This design comes from an exercise in tuning for small area, a short achievable clock period and few clock cycles per item on the open sky130 flow, not from production work. Power is estimated from default activity; no workload was simulated.

Setup of rev 12:
Design ironfe_sdb, start of the top module:
module ironfe_sdb (
    input  wire         clk,
    input  wire         rst,           
    input  wire         cmd_valid,
    output wire         cmd_ready,
    input  wire [103:0] cmd_word,
    output wire         rsp_valid,
    output wire [47:0]  rsp_word,
    output wire         src_ready,
    input  wire         src_valid,
    input  wire         src_eos,
    input  wire [7:0]   src_data,
    output wire         src_close,
    output wire         dst_we,
    output wire [30:0]  dst_addr,
    output wire [7:0]   dst_data
);
For scale: about 1300 cells after synthesis, about 160 flip-flops, ~210 I/O pins, about 10000 um^2 of cells after synthesis.
clock: 10.0 ns
lec_check: 0
cap_margin: 20
core_margin: 2
core_utilization: 40
slew_margin: 20
standard.sh (not shown) runs the stock make flow with config.mk's settings and CLKGATE_MAP_FILE= SYNTH_SCRIPT=/design/flow/synth_recipe.tcl, a recipe that flattens the netlist after the stock synthesis.
==> flow/flow/run.sh <==
#!/bin/bash
# Standard ORFS layout, with repair_timing asked for more setup slack than
# the design's clock needs and small port buffers.
set -o pipefail
bash standard.sh SETUP_SLACK_MARGIN=7 "BUFFER_PORTS_ARGS=-buffer_cell sky130_fd_sc_hd__buf_1" finish > standard_flow.log 2>&1
Inputs modified between rev 12 and rev 13:
--- a/flow/design.v
+++ b/flow/design.v
@@ -58,24 +58,28 @@
             endcase
             t6_sx = base + {2'b00, c[3:0]} - {5'd0, adj & c[3]};
         end
     endfunction
     reg        idle_q;         
     reg        s_chk;          
     reg        s_eval;         
+    reg        bad_q;
     reg        s_fetch;        
     reg        s_count;        
     reg        s_fill;         
     reg        s_start;        
     reg        rv_q;           
     reg [2:0]  code_q;
     reg [1:0]  sub_q;
     reg [7:0]  info_q;
     reg [30:0] n_q;            
     reg        cap31_q;
+    reg        bad_off_q;
+    reg        bad_cnt_q;
+    reg        zero_q;
     reg [30:0] a_q;            
     reg [30:0] r_q;            
     reg        we_q;
     reg [7:0]  dd_q;
     reg        sr_q;           
     reg        close_q;
     reg [7:0]  b_q;            
@@ -108,15 +112,16 @@
     wire [31:0] ck_a     = {1'b0, a_q};
     wire [31:0] ck_r     = {1'b0, r_q};
     wire [31:0] ck_c     = ~{cap31_q, n_q};
     wire [31:0] ck_s     = ck_a ^ ck_r ^ ck_c;
     wire [31:0] ck_k     = (ck_a & ck_r) | (ck_a & ck_c) | (ck_r & ck_c);
     wire [32:0] ck_t     = {1'b0, ck_s} + {ck_k, 1'b0};
     wire        bad_room = ck_t[32];
-    wire        go       = (code_q == 3'd0) && (r_q != 31'd0) && !(kind_q && bhend_q);
+    wire        arg_bad  = bad_off_q || bad_cnt_q || bad_q;
+    wire        go       = !arg_bad && !zero_q && !(kind_q && bhend_q);
     wire        fire     = sr_q && src_valid;
     wire        has      = bv_q || be_q;
     wire        d_mark   = (b_q == RLE_MARKER);
     wire        d_zero   = (b_q == 8'h00);
     wire        d_one    = (b_q == 8'h01);
     wire        d_two    = (b_q == 8'h02);
     wire        d_colon  = (b_q == BH_MARK);
@@ -247,20 +252,28 @@
     wire        rn_ge2   = sched ? r_ge3 : r_ge2;
     wire        k_last_nx = (s_fill && k_q == 8'd4) ||
                             (s_count && bv_q && lv_q && b_q == 8'd3);
     wire        in_term  = (src_data == BH_MARK) ||
                            !(t6_ok(src_data) || src_data == BH_LF || src_data == BH_CR);
     wire        in_short = (src_data[7:2] == 6'd0) && !(src_data[1] && src_data[0]) &&
                            (lv_q || src_data == 8'h00);
-    wire        sr_keep  = to_fetch || to_count || (to_fill && k_last_nx && rn_ge2);
-    wire        sr_any   = rn_ge2 && to_fetch && !kind_q;
-    wire        sr_bh    = rn_ge2 && to_fetch && kind_q;
-    wire        sr_short = rn_ge2 && to_count;
-    wire        sr_n     = fire ? (sr_any || (sr_bh && !in_term) || (sr_short && in_short))
-                                : sr_keep;
+    reg         sr_n;
+    always @(*) begin
+        sr_n = 1'b0;
+        if (to_fetch) begin
+            if (!kind_q)
+                sr_n = full_nx ? rn_ge2 : 1'b1;
+            else
+                sr_n = fire ? (rn_ge2 && !in_term) : 1'b1;
+        end else if (to_count) begin
+            sr_n = fire ? (rn_ge2 && in_short) : 1'b1;
+        end else if (to_fill) begin
+            sr_n = !full_nx && k_last_nx && rn_ge2;
+        end
+    end
     wire [30:0] a_p, n_p, r_p;
     assign a_p[0] = 1'b1;
     assign n_p[0] = 1'b1;
     assign r_p[0] = 1'b1;
     genvar gi;
     generate
         for (gi = 1; gi < 31; gi = gi + 1) begin : g_cnt
@@ -273,14 +286,17 @@
         dd_q <= dd_n;
         b_q <= src_data;
         if (idle_q) begin
             a_q       <= a_offset[30:0];
             r_q       <= a_count[30:0];
             n_q       <= (op == 3'd2) ? a_cap[30:0] : 31'd0;
             cap31_q   <= a_cap[31];
+            bad_off_q <= a_offset[31];
+            bad_cnt_q <= a_count[31];
+            zero_q    <= (a_count == 32'd0);
         end else begin
             a_q <= a_q ^ ({31{we_q}} & a_p);
             r_q <= r_q ^ ({31{sched}} & r_p);
             if (s_chk || to_err)
                 n_q <= 31'd0;
             else if (s_eval)
                 n_q <= {30'd0, sched};
@@ -310,18 +326,19 @@
         end
         if (s_fetch && bv_q && kind_q && d_colon)
             bhend_q <= 1'b1;
         if (to_err) begin
             code_q <= ecode;
             info_q <= (ecode == E_INVCHR) ? b_q : 8'd0;
         end
-        if (s_chk && (sub_q != 2'd0 || bad_room)) begin
+        if (s_chk)
+            bad_q <= bad_room;
+        if (s_eval && arg_bad) begin
             code_q <= E_ARG;
-            if (sub_q == 2'd0)
-                sub_q <= 2'd3;
+            sub_q  <= bad_off_q ? 2'd1 : bad_cnt_q ? 2'd2 : 2'd3;
         end
         if (rst) begin
             idle_q  <= 1'b1;
             s_chk   <= 1'b0;
             s_eval  <= 1'b0;
             s_fetch <= 1'b0;
             s_count <= 1'b0;
@@ -364,15 +381,14 @@
                         end else begin
                             idle_q <= 1'b1;
                             rv_q   <= 1'b1;
                         end
                     end
                     3'd2: begin
                         s_chk <= 1'b1;
-                        sub_q <= a_offset[31] ? 2'd1 : a_count[31] ? 2'd2 : 2'd0;
                     end
                     3'd3: begin
                         if (bound_q) begin
                             close_q <= !fl_q;
                             bound_q <= 1'b0;
                         end
                         idle_q <= 1'b1;
==> notes.md <==
[compare] base=rev 12 new=rev 13: post-route fraction of the period consumed by the critical path up 1.3 points; final design area excluding fillers up about 0.9%; horizontal extent of the die up 2.7 um; synthesis-to-finish area growth down 3.0 points; switching power share of the total down 0.42 points. Between rev 12 and rev 13, number of non-filler instances in the completed layout is lower for rev 13, rev 12 comes in above that. Rev 12 → rev 13: proportion of power drawn by flip-flops and latches has increased; area of the core region increased about 3.5%. Rev 13 went all the way through synthesis, placement and routing and the layout is clean on timing, DRC and antenna.
No functional check of the RTL was part of any run of this note.

afterwards: timing with drivers on the ports:
The results above use ideal ports. As a check the final layouts listed here were re-extracted and re-timed, cells and wires unchanged. Step 1 sets driving cells, clkbuf_16 on the clock port and buf_2 on the other inputs (assumed; they add their load-dependent delay and slew). Step 2 times the ports against the registers' clock, not the clock port: input delays grow and output delays shrink by t, the midpoint of the rising clock arrivals with the driver on. a / b / c = ideal / step 1 / step 2; a / b = the first two.
run	t, ns	setup WS [ns]	hold slack, ns	worst setup path at the end	worst slew at a driven data input, ns
rev 12	0.478	7.000 / 6.976 / 6.547	0.426 / 0.426 / 0.426	input to register	0.07
rev 13	0.476	6.869 / 6.876 / 6.400	0.428 / 0.428 / 0.428	input to register	0.11
After both steps every run listed still meets setup and hold. For rev 13, which loses most, drivers alone change the setup slack by +0.007 ns; drivers and shift together by -0.469 ns.
